This design comes from an exercise in tuning for small area, a short achievable clock period and few clock cycles on the open sky130 flow, not from production work.
Only simulation tests tie the RTL to the original design; equivalence was not proved.
Power and IR drop assume default switching activity.

Design gefd, start of the top module:
module gefd (
    input  wire        clk,
    input  wire        rst,
    input  wire        in_valid,
    input  wire [2:0]  in_kind,
    input  wire [3:0]  in_addr,
    input  wire [32:0] in_data,
    output wire        in_ready,
    output reg         tx_valid,
    output wire [7:0]  tx_data,
    output reg         err_valid,
    output reg  [2:0]  err_code,
    output reg  [15:0] err_info,
    output reg         cell_valid,
    output reg  [31:0] cell_data,
    output reg         frame_valid,
    output reg         frame_occ,
    output reg         frame_mot,
    output reg  [31:0] frame_cnt,
    output reg  [15:0] frame_n,
    output reg         trig_valid,
    output reg  [31:0] trig_cnt
);
    localparam [7:0] MARKER = 8'h2A;
    localparam [2:0] K_RX = 3'd0, K_CFG = 3'd1, K_START = 3'd2, K_STOP = 3'd3, K_LINK = 3'd4;
    localparam [1:0] RS_IDLE = 2'd0, RS_RUN = 2'd1, RS_STOPPED = 2'd2, RS_HALTED = 2'd3;
    localparam [2:0] PH_HUNT = 3'd0, PH_CONFIRM = 3'd1, PH_THERM = 3'd2, PH_ARRAY = 3'd3,
                     PH_CSUM = 3'd4;
    reg        in_rdy;
    assign in_ready = in_rdy;
    reg        e_v;
    reg [2:0]  e_k;
    reg [3:0]  e_a;
    reg [32:0] e_d;
    always @(posedge clk) begin
        e_v <= in_valid & in_rdy & ~rst;
        e_k <= in_kind;
        e_a <= in_addr;
        e_d <= in_data;
    end
    wire [7:0] b = e_d[7:0];
    reg [1:0]  rs;
    reg [2:0]  phase;
    reg [7:0]  scancnt;
    reg [6:0]  fidx;
    reg        confok;
  ...
For scale: ~6,700 flip-flops, roughly 0.22 mm² of cells after synthesis.
make LEC_CHECK=0 CAP_MARGIN=20 CORE_MARGIN=2 CORE_UTILIZATION=40 SLEW_MARGIN=20 finish   # period 18.0 ns
run.sh (not shown) runs the stock make flow with config.mk's settings and CLKGATE_MAP_FILE= SYNTH_SCRIPT=/design/flow/synth_recipe.tcl, a recipe that flattens the netlist after the stock synthesis.
Testbench counts at the start, summed over its fixed seeds: cycles 58,000.
Change:
--- a/flow/design.v
+++ b/flow/design.v
@@ -228,40 +228,37 @@
             case (q_pc)
             4'd1:  begin q_sq = 1'b1; q_x = {6'd0, cfg_e2}; end
             4'd3:  begin q_sq = 1'b1; q_x = {6'd0, cfg_e3}; end
             4'd6:  begin q_sq = 1'b1; q_x = tsum; end
             4'd8:  begin q_sq = 1'b1; q_unita = 1'b1; q_x = {6'd0, cfg_e0}; end
             4'd10: begin q_sq = 1'b1; q_unita = 1'b1; q_x = {6'd0, cfg_e1}; end
             default: ;
             endcase
         end
     end
-    wire        qx_s = q_x[37];
-    wire [36:0] qx_y = q_x[36:0] ^ {37{qx_s}};
-    wire        qx_small = (qx_y[36:16] == 21'd0);
     wire [32:0] tap_d = {sr63[31], sr63} - {pr63[31], pr63};
     reg         c_aclr, c_dclr, c_wba, c_wbd, c_sela, c_cin;
     reg  [1:0]  c_x3, c_r;
     always @(*) begin
         c_aclr = 1'b0; c_dclr = 1'b0; c_wba = 1'b0; c_wbd = 1'b0;
         c_sela = 1'b0; c_cin = 1'b0; c_x3 = 2'd0; c_r = 2'd0;
         if (s1_first) begin c_aclr = 1'b1; c_dclr = 1'b1; end
         if (s2_last && any_big) begin c_aclr = 1'b1; c_dclr = 1'b1; end
         if (sl_act && sm_done) begin
             c_sela = ~sl_d; c_x3 = sl_d ? 2'd2 : 2'd3;
             c_wba = ~sl_d; c_wbd = sl_d;
         end
         if (q_act) begin
             if (q_sq) begin
                 case (q_sub)
-                3'd0: begin c_aclr = q_unita; c_dclr = ~q_unita; end
-                3'd2: if (sm_done) begin
+                3'd1: begin c_aclr = q_unita; c_dclr = ~q_unita; end
+                3'd3: if (sm_done) begin
                     c_sela = q_unita; c_x3 = q_unita ? 2'd3 : 2'd2;
                     c_wba = q_unita; c_wbd = ~q_unita;
                 end
                 default: ;
                 endcase
             end else if (q_w == 2'd0) begin
                 if (q_ne) begin
                     case (q_pc[1:0])
                     2'd1: begin c_sela = 1'b0; c_r = 2'd2; end
                     default: begin c_sela = 1'b0; c_x3 = 2'd1; c_cin = 1'b1; end
@@ -303,35 +300,38 @@
     wire p1_go = (csum_ok || pend) && !eb;
     wire emit_now = (scnt == 16'd1);
     wire        s1a_s = sr0[31];
     wire [31:0] s1a_y = sr0 ^ {32{s1a_s}};
     wire [32:0] s1_d  = {sr0[31], sr0} - {pr0[31], pr0};
     wire        s1d_s = s1_d[32];
     wire [32:0] s1d_y = s1_d ^ {33{s1d_s}};
     wire        s1_big = (s1a_y[31:16] != 16'd0) || (prevvalid && s1d_y[32:16] != 17'd0);
     integer k;
     wire q_sq_load = q_act && q_sq && q_sub == 3'd0;
+    wire q_sq_sub1 = q_act && q_sq && q_sub == 3'd1;
+    wire smx_small = (smx_y[36:16] == 21'd0);
     always @(posedge clk) begin
         ya <= 16'd0; sa <= 1'b0;
         yd <= 16'd0; sd <= 1'b0;
         if (s1) begin
             ya   <= s1a_y[15:0]; sa <= s1a_s;
             yd   <= s1d_y[15:0]; sd <= s1d_s;
             tsum <= (s1_first ? 38'sd0 : tsum) + {{6{sr0[31]}}, sr0};
         end
-        if (q_sq_load) begin
-            if (qx_small) begin
-                if (q_unita) begin ya <= qx_y[15:0]; sa <= qx_s; end
-                else         begin yd <= qx_y[15:0]; sd <= qx_s; end
+        if (q_sq_load)
+            sm_xr <= q_x;
+        if (q_sq_sub1) begin
+            if (smx_small) begin
+                if (q_unita) begin ya <= smx_y[15:0]; sa <= smx_s; end
+                else         begin yd <= smx_y[15:0]; sd <= smx_s; end
             end
-            q_small <= qx_small;
-            sm_xr   <= q_x;
+            q_small <= smx_small;
         end
         if (sl_act && sl_t == 5'd0)
             sm_xr <= sl_d ? {{5{tap_d[32]}}, tap_d} : {{6{sr63[31]}}, sr63};
         if (q_act && !q_sq && q_w == 2'd2 && !q_ne && q_pc == 4'd12)
             frame_cnt <= pktcnt;
         if (ob_act) begin
             case (oc[2:0])
             3'd0: cell_data <= srv[32*1  +: 32];
             3'd1: cell_data <= srv[32*3  +: 32];
             3'd2: cell_data <= srv[32*5  +: 32];
@@ -596,30 +596,31 @@
                         sl_act <= 1'b0;
                         cm_act <= 1'b1; cmc <= 6'd0;
                         q_act <= 1'b1; q_ne <= 1'b0; q_pc <= 4'd0; q_sub <= 3'd0; q_w <= 2'd0;
                     end
                 end
             end
             if (q_act) begin
                 if (q_sq) begin
                     case (q_sub)
                     3'd0: q_sub <= 3'd1;
-                    3'd1: begin
+                    3'd1: q_sub <= 3'd2;
+                    3'd2: begin
                         if (q_small) begin
                             q_sub <= 3'd0; q_pc <= q_pc + 4'd1;
                         end else begin
                             sm_go <= 1'b1;
-                            q_sub <= 3'd2;
+                            q_sub <= 3'd3;
                         end
                     end
-                    3'd2: if (sm_done) q_sub <= 3'd3;
-                    3'd3: q_sub <= 3'd4;
+                    3'd3: if (sm_done) q_sub <= 3'd4;
+                    3'd4: q_sub <= 3'd5;
                     default: begin q_sub <= 3'd0; q_pc <= q_pc + 4'd1; end
                     endcase
                 end else if (q_w != 2'd2) begin
                     q_w <= q_w + 2'd1;
                 end else if (q_ne) begin
                     q_w  <= 2'd0;
                     q_pc <= q_pc + 4'd1;
                     if (q_pc[1:0] == 2'd3) begin
                         case (q_i)
                         2'd0: cfg_e0 <= w_out[33:2];
Worst setup slack got worse by 0.22 ns. Global-route usage rises by 0.57 points. Wire length rises by 3.8%. Total power falls by 0.66%. Via count rises by 1.9%. Final area stays flat. Die area barely changes. Synthesized cell count rises by about 0.9%. Core utilization falls by 0.19 points. Fmax falls by 3.6%. Flip-flop and latch count stays the same. Final cell count rises by 0.53%.
Testbench counts after the change, summed over its fixed seeds: cycles 58,024.

## static timing again, ports no longer ideal
The flow's constraints put no driver on any port. The routed layouts listed below were extracted and timed again, unchanged, in two steps. Step 1: set_driving_cell puts a clkbuf_16 on clk and a buf_2 on each other input, an assumption about the parent block. Step 2 times the ports against the registers' clock, not the clock port: input delays grow and output delays shrink by t, the midpoint of the rising clock arrivals with the driver on. Slacks: ideal / step 1 / step 2; pairs: ideal / step 1.
run	shift t [ns]	setup WS [ns]	pins driven straight from the clock port
the first run	1.163	12.123 / 12.003 / 11.867	1
the second run	1.155	11.905 / 11.782 / 12.002	1
After both steps every run listed still meets setup and hold. For the first run, which loses most, drivers alone change the setup slack by -0.120 ns; drivers and shift together by -0.256 ns.
